This design comes from an exercise in tuning for small area on the open sky130 flow, not from production work. Function was checked by simulation only, so behaviour that the tests miss may differ from the original. The clock input has no modelled driver; a real chip could not lean on it and would need a root buffer or a full tree. Power figures rest on the tool's default switching activity, not on a simulated workload.

==> maple: inputs <==
Design fan_core, start of the top module:
module fan_core (
  input  wire       clk,
  input  wire       rst,           
  input  wire       tick_us,       
  input  wire       ow_in,         
  output wire       ow_pull_low,   
  output reg        pwm_we,        
  output wire [7:0] pwm_raw,       
  output reg        st_presence,
  output reg        st_pos,
  output reg  [6:0] st_temp,
  output wire [2:0] st_idx
);
==> module fan_prog_rom, before the edit <==
module fan_prog_rom (
  input  wire [4:0] step,
  input  wire [2:0] slot,
  input  wire       is12,       
  input  wire       ow_in,      
  output reg        op_rst,
  output reg        op_wr,
  output reg        op_rd,
  output reg        op_wait,
  output reg        op_slp,
  output reg        op_slp_c,   
  output reg        op_dec,     
  output reg        cap,        
  output reg        wr_bit,     
  output reg  [4:0] nxt         
);
  always @(*) begin
    op_rst = 1'b0; op_wr = 1'b0; op_rd = 1'b0; op_wait = 1'b0;
    op_slp = 1'b0; op_slp_c = 1'b0; op_dec = 1'b0; cap = 1'b0;
    wr_bit = 1'b0; nxt = 5'bx;
    case (step)
      5'd0: begin op_rst = 1'b1; nxt = 5'd1; end   
      5'd1: begin op_wr = 1'b1; wr_bit = 8'hCC >> slot; nxt = 5'd2; end   
      5'd2: begin op_wr = 1'b1; wr_bit = 8'hBE >> slot; nxt = 5'd3; end   
      5'd3: begin op_rd = 1'b1; cap = 1'b1; nxt = 5'd4; end   
      5'd4: begin op_rd = 1'b1; cap = 1'b1; nxt = 5'd5; end   
      5'd5: begin op_rd = 1'b1; cap = 1'b1; nxt = 5'd6; end   
      5'd6: begin op_rd = 1'b1; cap = 1'b1; nxt = 5'd7; end   
      5'd7: begin op_rd = 1'b1; cap = 1'b1; nxt = 5'd8; end   
      5'd8: begin op_rst = 1'b1; nxt = is12 ? 5'd9 : 5'd19; end   
      5'd9: begin op_rst = 1'b1; nxt = 5'd10; end   
      5'd10: begin op_wr = 1'b1; wr_bit = 8'hCC >> slot; nxt = 5'd11; end   
      5'd11: begin op_wr = 1'b1; wr_bit = 8'h4E >> slot; nxt = 5'd12; end   
      5'd12: begin op_wr = 1'b1; wr_bit = 8'h1F >> slot; nxt = 5'd13; end   
      5'd13: begin op_wr = 1'b1; wr_bit = 8'h1F >> slot; nxt = 5'd14; end   
      5'd14: begin op_wr = 1'b1; wr_bit = 8'h1F >> slot; nxt = 5'd15; end   
      5'd15: begin op_rst = 1'b1; nxt = 5'd16; end   
      5'd16: begin op_wr = 1'b1; wr_bit = 8'hCC >> slot; nxt = 5'd17; end   
      5'd17: begin op_wr = 1'b1; wr_bit = 8'h48 >> slot; nxt = ow_in ? 5'd19 : 5'd18; end   
      5'd18: begin op_wait = 1'b1; nxt = 5'd19; end   
      5'd19: begin op_rst = 1'b1; nxt = 5'd20; end   
      5'd20: begin op_wr = 1'b1; wr_bit = 8'hCC >> slot; nxt = 5'd21; end   
      5'd21: begin op_wr = 1'b1; wr_bit = 8'h44 >> slot; nxt = ow_in ? 5'd23 : 5'd22; end   
      5'd22: begin op_wait = 1'b1; nxt = 5'd23; end   
      5'd23: begin op_rst = 1'b1; nxt = 5'd24; end   
      5'd24: begin op_wr = 1'b1; wr_bit = 8'hCC >> slot; nxt = 5'd25; end   
      5'd25: begin op_wr = 1'b1; wr_bit = 8'hBE >> slot; nxt = 5'd26; end   
      5'd26: begin op_rd = 1'b1; cap = slot[2]; nxt = 5'd27; end   
      5'd27: begin op_rd = 1'b1; cap = (slot == 3'd7) | (slot < 3'd3); nxt = 5'd28; end   
      5'd28: begin op_rst = 1'b1; op_dec = 1'b1; nxt = 5'd29; end   
      5'd29: begin op_slp = 1'b1; nxt = 5'd30; end   
      5'd30: begin op_slp = 1'b1; nxt = 5'd31; end   
      5'd31: begin op_slp = 1'b1; op_slp_c = 1'b1; nxt = 5'd19; end   
      default: ;
    endcase
  end
endmodule
==> module fan_core, before the edit <==
module fan_core (
  input  wire       clk,
  input  wire       rst,           
  input  wire       tick_us,       
  input  wire       ow_in,         
  output wire       ow_pull_low,   
  output reg        pwm_we,        
  output wire [7:0] pwm_raw,       
  output reg        st_presence,
  output reg        st_pos,
  output reg  [6:0] st_temp,
  output wire [2:0] st_idx
);
  localparam [4:0] STEP0 = 5'd0;   
  reg  [4:0] step;    
  reg  [5:0] u;       
  reg  [4:0] s;       
  reg  [7:0] stg;     
  wire       op_rst, op_wr, op_rd, op_wait, op_slp, op_slp_c, op_dec, cap, wr_bit;
  wire [4:0] nxt;
  fan_prog_rom u_rom (
    .step(step), .slot(s[2:0]), .is12(stg[6] & stg[5]), .ow_in(ow_in),
    .op_rst(op_rst), .op_wr(op_wr), .op_rd(op_rd), .op_wait(op_wait),
    .op_slp(op_slp), .op_slp_c(op_slp_c), .op_dec(op_dec), .cap(cap),
    .wr_bit(wr_bit), .nxt(nxt)
  );
  fan_duty_sel u_sel (.pos(st_pos), .temp(st_temp), .idx(st_idx), .duty(pwm_raw));
  wire u_last   = u[5] & u[4] & u[3] & u[1] & u[0];                  
  wire u_0      = (u == 6'd0);
  wire byte_end = u_last & s[2] & s[1] & s[0];                       
  wire rst_end  = u_last & s[3] & s[0];                              
  wire slp_end  = op_slp_c ? ((u == 6'd39) & s[1]) : (u_last & (&s));  
  wire op_end = op_wait ? ow_in :
                op_rst  ? rst_end :
                op_slp  ? slp_end : byte_end;
  assign ow_pull_low = op_rst ? ~s[3] :
                       op_wr  ? u_0 | (~wr_bit & ~u_last) :
                       op_rd  & u_0;
  always @(posedge clk) begin
    pwm_we <= 1'b0;
    if (rst) begin
      step <= STEP0;
      u    <= 6'd0;
      s    <= 5'd0;
    end else if (tick_us) begin
      if (op_end) begin
        u    <= 6'd0;
        s    <= 5'd0;
        step <= nxt;
      end else begin
        u <= u_last ? 6'd0 : u + 6'd1;
        if (u_last) s <= s + 5'd1;
      end
      if (op_rst & rst_end) st_presence <= ~ow_in;
      if (op_rd & (u == 6'd8) & cap) stg <= {ow_in, stg[7:1]};
      if (op_dec & rst_end) begin
        st_pos  <= ~stg[7];
        st_temp <= stg[6:0];
        pwm_we  <= 1'b1;
      end
    end
  end
endmodule
==> flow/config.mk <==
export PLATFORM = sky130hd
export DESIGN_NAME = fan_core
export DESIGN_NICKNAME = fan_core
export VERILOG_FILES = /design/flow/design.v
export SDC_FILE = /design/flow/constraint.sdc
export NUM_CORES = 4
export LEC_CHECK = 0
export CAP_MARGIN = 0
export CORE_MARGIN = 2
export CORE_UTILIZATION = 40
export SLEW_MARGIN = 0
==> flow/constraint.sdc <==
create_clock -name core_clock -period 10.0 [get_ports {clk}]
set_input_delay 2.0000 -clock core_clock [delete_from_list [all_inputs] [get_ports {clk}]]
set_output_delay 2.0000 -clock core_clock [all_outputs]
set_load 0.01 [all_outputs]
standard.sh (not shown) runs the stock make flow with config.mk's settings and CLKGATE_MAP_FILE= SYNTH_SCRIPT=/design/flow/synth_recipe.tcl, a recipe that flattens the netlist after the stock synthesis.
==> flow/flow/run.sh <==
#!/bin/bash
# Layout flow: the standard synthesis, then an area-driven re-mapping of
# the combinational logic only (every register kept as synthesis made it,
# same names and cell types), then the standard ORFS layout with small port
# buffers and a clock tree without dummy loads. Each tool writes its full
# output to a log file here.
set -euo pipefail
R=orfs/results/sky130hd/fan_core/base
YOSYS=${YOSYS_EXE:-yosys}

bash standard.sh synth > log_1_synth.txt 2>&1
cp $R/1_2_yosys.v synth_standard.v

# Re-map the combinational cells for area, from four random seeds of ABC's
# deepsyn, and keep the smallest result. Registers are black boxes here.
LIB=$FLOW_HOME/platforms/sky130hd/lib/sky130_fd_sc_hd__tt_025C_1v80.lib
DU=$(sed -n '/^export DONT_USE_CELLS/,/^#/p' $FLOW_HOME/platforms/sky130hd/config.mk \
     | grep -o 'sky130_fd_sc_hd__[a-z0-9_]*' | sed 's/^/-dont_use /' | tr '\n' ' ')
FFS=$(grep -o '^ *sky130_fd_sc_hd__[a-z0-9_]*' synth_standard.v | sort -u | tr -d ' ' \
      | grep -E '__(e|s|se)?df|__dl' | tr '\n' ' ')
for S in 1 2 3 4; do
  sed "s/-S [0-9]*/-S $S/" flow/area.abc > area_$S.abc
  cat > reopt_$S.ys <<EOS
read_liberty -overwrite -ignore_miss_func $LIB
blackbox $FFS
read_verilog synth_standard.v
hierarchy -top $FLOW_TOP
flatten
opt -full
abc -script $(pwd)/area_$S.abc -liberty $LIB $DU
opt_clean -purge
tee -o stat_$S.txt stat -liberty $LIB
write_verilog -noattr -noexpr synth_reopt_$S.v
EOS
  $YOSYS -s reopt_$S.ys > log_1_reopt_$S.txt 2>&1 &
done
wait
BEST=$(for S in 1 2 3 4; do
  a=$(grep 'Chip area' stat_$S.txt | grep -o '[0-9.]*$' || true)
  [ -n "$a" ] && [ -s synth_reopt_$S.v ] && echo "$a $S"
done | sort -g | head -1 | cut -d' ' -f2)
echo "smallest re-mapping: seed $BEST" > log_1_pick.txt
cp synth_reopt_$BEST.v $R/1_2_yosys.v
touch $R/1_2_yosys.v
rm -f $R/1_synth.odb $R/1_synth.sdc

export BUFFER_PORTS_ARGS="-buffer_cell sky130_fd_sc_hd__buf_1"
export CTS_ARGS="-sink_clustering_enable -repair_clock_nets -dont_use_dummy_load -sink_clustering_size 100 -sink_clustering_max_diameter 500 -buf_list sky130_fd_sc_hd__clkbuf_4 -root_buf sky130_fd_sc_hd__clkbuf_4"
bash standard.sh > log_2_layout.txt 2>&1
==> flow/flow/area.abc <==
strash
&get -n
&deepsyn -T 30 -S 2
&put
dch -f
amap
strash
dch -f
amap
==> inputs of quartz, as changes to maple <==
--- a/flow/design.v
+++ b/flow/design.v
@@ -13,6 +13,8 @@
   output reg        cap,        
   output reg        wr_bit,     
-  output reg  [4:0] nxt         
+  output reg  [4:0] nxt,        
+  output wire [4:0] first       
 );
+  assign first = 5'd0;
   always @(*) begin
     op_rst = 1'b0; op_wr = 1'b0; op_rd = 1'b0; op_wait = 1'b0;
@@ -98,5 +100,5 @@
   output wire [2:0] st_idx
 );
-  localparam [4:0] STEP0 = 5'd0;   
+  wire [4:0] step0;   
   reg  [4:0] step;    
   reg  [5:0] u;       
@@ -109,5 +111,5 @@
     .op_rst(op_rst), .op_wr(op_wr), .op_rd(op_rd), .op_wait(op_wait),
     .op_slp(op_slp), .op_slp_c(op_slp_c), .op_dec(op_dec), .cap(cap),
-    .wr_bit(wr_bit), .nxt(nxt)
+    .wr_bit(wr_bit), .nxt(nxt), .first(step0)
   );
   fan_duty_sel u_sel (.pos(st_pos), .temp(st_temp), .idx(st_idx), .duty(pwm_raw));
@@ -116,5 +118,5 @@
   wire byte_end = u_last & s[2] & s[1] & s[0];                       
   wire rst_end  = u_last & s[3] & s[0];                              
-  wire slp_end  = op_slp_c ? ((u == 6'd39) & s[1]) : (u_last & (&s));  
+  wire slp_end  = u_last & (op_slp_c ? s[1] : (&s));
   wire op_end = op_wait ? ow_in :
                 op_rst  ? rst_end :
@@ -126,10 +128,10 @@
     pwm_we <= 1'b0;
     if (rst) begin
-      step <= STEP0;
+      step <= step0;
       u    <= 6'd0;
       s    <= 5'd0;
     end else if (tick_us) begin
       if (op_end) begin
-        u    <= 6'd0;
+        u    <= op_dec ? 6'd20 : 6'd0;
         s    <= 5'd0;
         step <= nxt;
==> flow/flow/run.sh (replaced) <==
#!/bin/bash
# Layout flow: the standard synthesis, then an area-driven re-mapping of
# the combinational logic only (every register kept as synthesis made it,
# same names and cell types), then the standard ORFS layout with small port
# buffers and a two-buffer clock tree. Each tool writes its full output to a
# log file here.
set -euo pipefail
R=orfs/results/sky130hd/fan_core/base
YOSYS=${YOSYS_EXE:-yosys}

bash standard.sh synth > log_1_synth.txt 2>&1
cp $R/1_2_yosys.v synth_standard.v

# Re-map the combinational cells for area with ABC's deepsyn. Each round
# starts from the smallest netlist so far and runs four jobs at once: two
# random seeds, each mapped with amap (area.abc) and with &nf (area_nf.abc);
# registers are black boxes throughout.
LIB=$FLOW_HOME/platforms/sky130hd/lib/sky130_fd_sc_hd__tt_025C_1v80.lib
DU=$(sed -n '/^export DONT_USE_CELLS/,/^#/p' $FLOW_HOME/platforms/sky130hd/config.mk \
     | grep -o 'sky130_fd_sc_hd__[a-z0-9_]*' | sed 's/^/-dont_use /' | tr '\n' ' ')
FFS=$(grep -o '^ *sky130_fd_sc_hd__[a-z0-9_]*' synth_standard.v | sort -u | tr -d ' ' \
      | grep -E '__(e|s|se)?df|__dl' | tr '\n' ' ')
BEST_V=synth_standard.v
BEST_A=1000000000
for RND in 1 2 3 4 5 6; do
  for S in 1 2 3 4; do
    T=r${RND}_s$S
    if [ $S -le 2 ]; then SC=flow/area.abc; else SC=flow/area_nf.abc; fi
    sed "s/-S [0-9]*/-S $((RND * 10 + (S - 1) % 2 + 1))/" $SC > area_$T.abc
    cat > reopt_$T.ys <<EOS
read_liberty -overwrite -ignore_miss_func $LIB
blackbox $FFS
read_verilog $BEST_V
hierarchy -top $FLOW_TOP
flatten
opt -full
abc -script $(pwd)/area_$T.abc -liberty $LIB $DU
opt_clean -purge
tee -o stat_$T.txt stat -liberty $LIB
write_verilog -noattr -noexpr synth_reopt_$T.v
EOS
    $YOSYS -s reopt_$T.ys > log_1_reopt_$T.txt 2>&1 &
  done
  wait
  for S in 1 2 3 4; do
    T=r${RND}_s$S
    a=$(grep 'Chip area' stat_$T.txt | grep -o '[0-9.]*$' || true)
    if [ -n "$a" ] && [ -s synth_reopt_$T.v ] && python3 -c "import sys; sys.exit(0 if $a < $BEST_A else 1)"; then
      BEST_A=$a; BEST_V=synth_reopt_$T.v
    fi
  done
  echo "round $RND: smallest so far $BEST_A in $BEST_V" >> log_1_pick.txt
done
cp $BEST_V $R/1_2_yosys.v
touch $R/1_2_yosys.v
rm -f $R/1_synth.odb $R/1_synth.sdc

export BUFFER_PORTS_ARGS="-buffer_cell sky130_fd_sc_hd__buf_1"
export FLOW_CLK=clk ONE_CLKBUF=sky130_fd_sc_hd__clkbuf_8 ONE_CLKN=2
export PRE_CTS_TCL=$(pwd)/flow/cts_one.tcl
bash standard.sh > log_2_layout.txt 2>&1
==> flow/flow/area_nf.abc (new file) <==
strash
&get -n
&deepsyn -T 30 -S 2
&dch -f
&nf -R 1000 -p
&put
==> flow/flow/cts_one.tcl (new file) <==
# Clock tree for a small design: the clock port's sinks are split by x
# position into ONE_CLKN groups, and each group gets one clock buffer of type
# ONE_CLKBUF at its centre, driven by the clock port. It replaces
# clock_tree_synthesis, which always builds a root and four branch buffers.
rename clock_tree_synthesis orig_clock_tree_synthesis
proc clock_tree_synthesis {args} {
  set db [ord::get_db]
  set block [ord::get_db_block]
  set m [$db findMaster $::env(ONE_CLKBUF)]
  set k $::env(ONE_CLKN)
  foreach bt [$block getBTerms] {
    if {[$bt getName] ne $::env(FLOW_CLK)} continue
    set net [$bt getNet]
    $net setSigType CLOCK
    set sinks {}
    foreach it [$net getITerms] {
      set b [[$it getInst] getBBox]
      lappend sinks [list [expr {([$b xMin] + [$b xMax]) / 2}] [expr {([$b yMin] + [$b yMax]) / 2}] $it]
    }
    set sinks [lsort -integer -index 0 $sinks]
    set n [llength $sinks]
    for {set g 0} {$g < $k} {incr g} {
      set lo [expr {$g * $n / $k}]
      set hi [expr {($g + 1) * $n / $k - 1}]
      set grp [lrange $sinks $lo $hi]
      set inst [odb::dbInst_create $block $m clkbuf_g$g]
      set onet [odb::dbNet_create $block clk_g$g]
      $onet setSigType CLOCK
      set sx 0; set sy 0
      foreach s $grp {
        set it [lindex $s 2]
        $it disconnect; $it connect $onet
        set sx [expr {$sx + [lindex $s 0]}]; set sy [expr {$sy + [lindex $s 1]}]
      }
      [$inst findITerm A] connect $net
      [$inst findITerm X] connect $onet
      set c [llength $grp]
      $inst setLocation [expr {$sx / $c}] [expr {$sy / $c}]
      $inst setPlacementStatus PLACED
      puts "clock: $::env(ONE_CLKBUF) g$g drives $c sinks"
    }
  }
}
Settings changed: GPL_TIMING_DRIVEN set to 0.
==> notes.md <==
In maple the synthesized cell count is higher than in quartz, by about 6%. Cell area: quartz is smaller than maple (1.0%). Combinational power: quartz is higher than maple (61%). Against maple, the die area of quartz is lower by about 0.45%. Synthesized area: maple is larger than quartz (about 0.5%). In quartz the setup slack is higher than in maple, by 0.32 ns. In quartz the hold slack is lower than in maple, by 0.0091 ns. Against maple, the clock power of quartz is smaller by 19%.
==> figures <==
metric	quartz	maple
Result of the run	timing/DRC/antenna clean	timing/DRC/antenna clean
Synth Area per Inst	9.242 um2	8.765 um2
Total number of cells along the worst setup path	9	11
Final core utilization	47.18%	47.31%
Largest incremental delay on the critical path	0.48 ns	0.40 ns
Area of the die	4396 um2	4416 um2
Global-route track usage on met1	19.05%	20.56%
Maximum operating frequency	238.2 MHz	221.3 MHz
Depth of the worst register-to-register path	9	14
Final design instance area without fill	1740 um2	1758 um2
Global routing met2 resource utilization	24.38%	29.13%
Die Y-Extent	66.31 um	66.46 um
Register fraction of the total cell area	48.89%	48.40%
Worst slack after detailed placement	5.970 ns	5.818 ns
CP Max Fanout	6	4
Global-route wire length before repair	5106 um	5713 um
Via-to-Cell Ratio	5.490	5.359
In quartz the design's own scripts or RTL, not TritonCTS, make the clock network.

-- static timing again, ports no longer ideal --
The results above use ideal ports. As a check the final layouts listed here were re-extracted and re-timed, cells and wires unchanged. Step 1: set_driving_cell puts a clkbuf_16 on clk and a buf_2 on each other input, an assumption about the parent block. Step 2, shift: input delay + t, output delay - t, t = (earliest + latest rising clock arrival at the registers) / 2. This alone moves slack from input paths to output paths. Three values: ideal, step 1, step 2; two values: the first two.
| run | shift t [ns] | slack for setup (ns) | hold WS [ns] | worst slew at a driven data input, ns | cell pins on the clock port's net |
|---|---|---|---|---|---|
| maple | 0.349 | 5.481 / 5.454 / 5.803 | 0.438 / 0.438 / 0.438 | 0.03 | 1 |
| quartz | 0.189 | 5.801 / 5.768 / 5.957 | 0.429 / 0.429 / 0.429 | 0.03 | 2 |
After both steps every run listed still meets setup and hold.
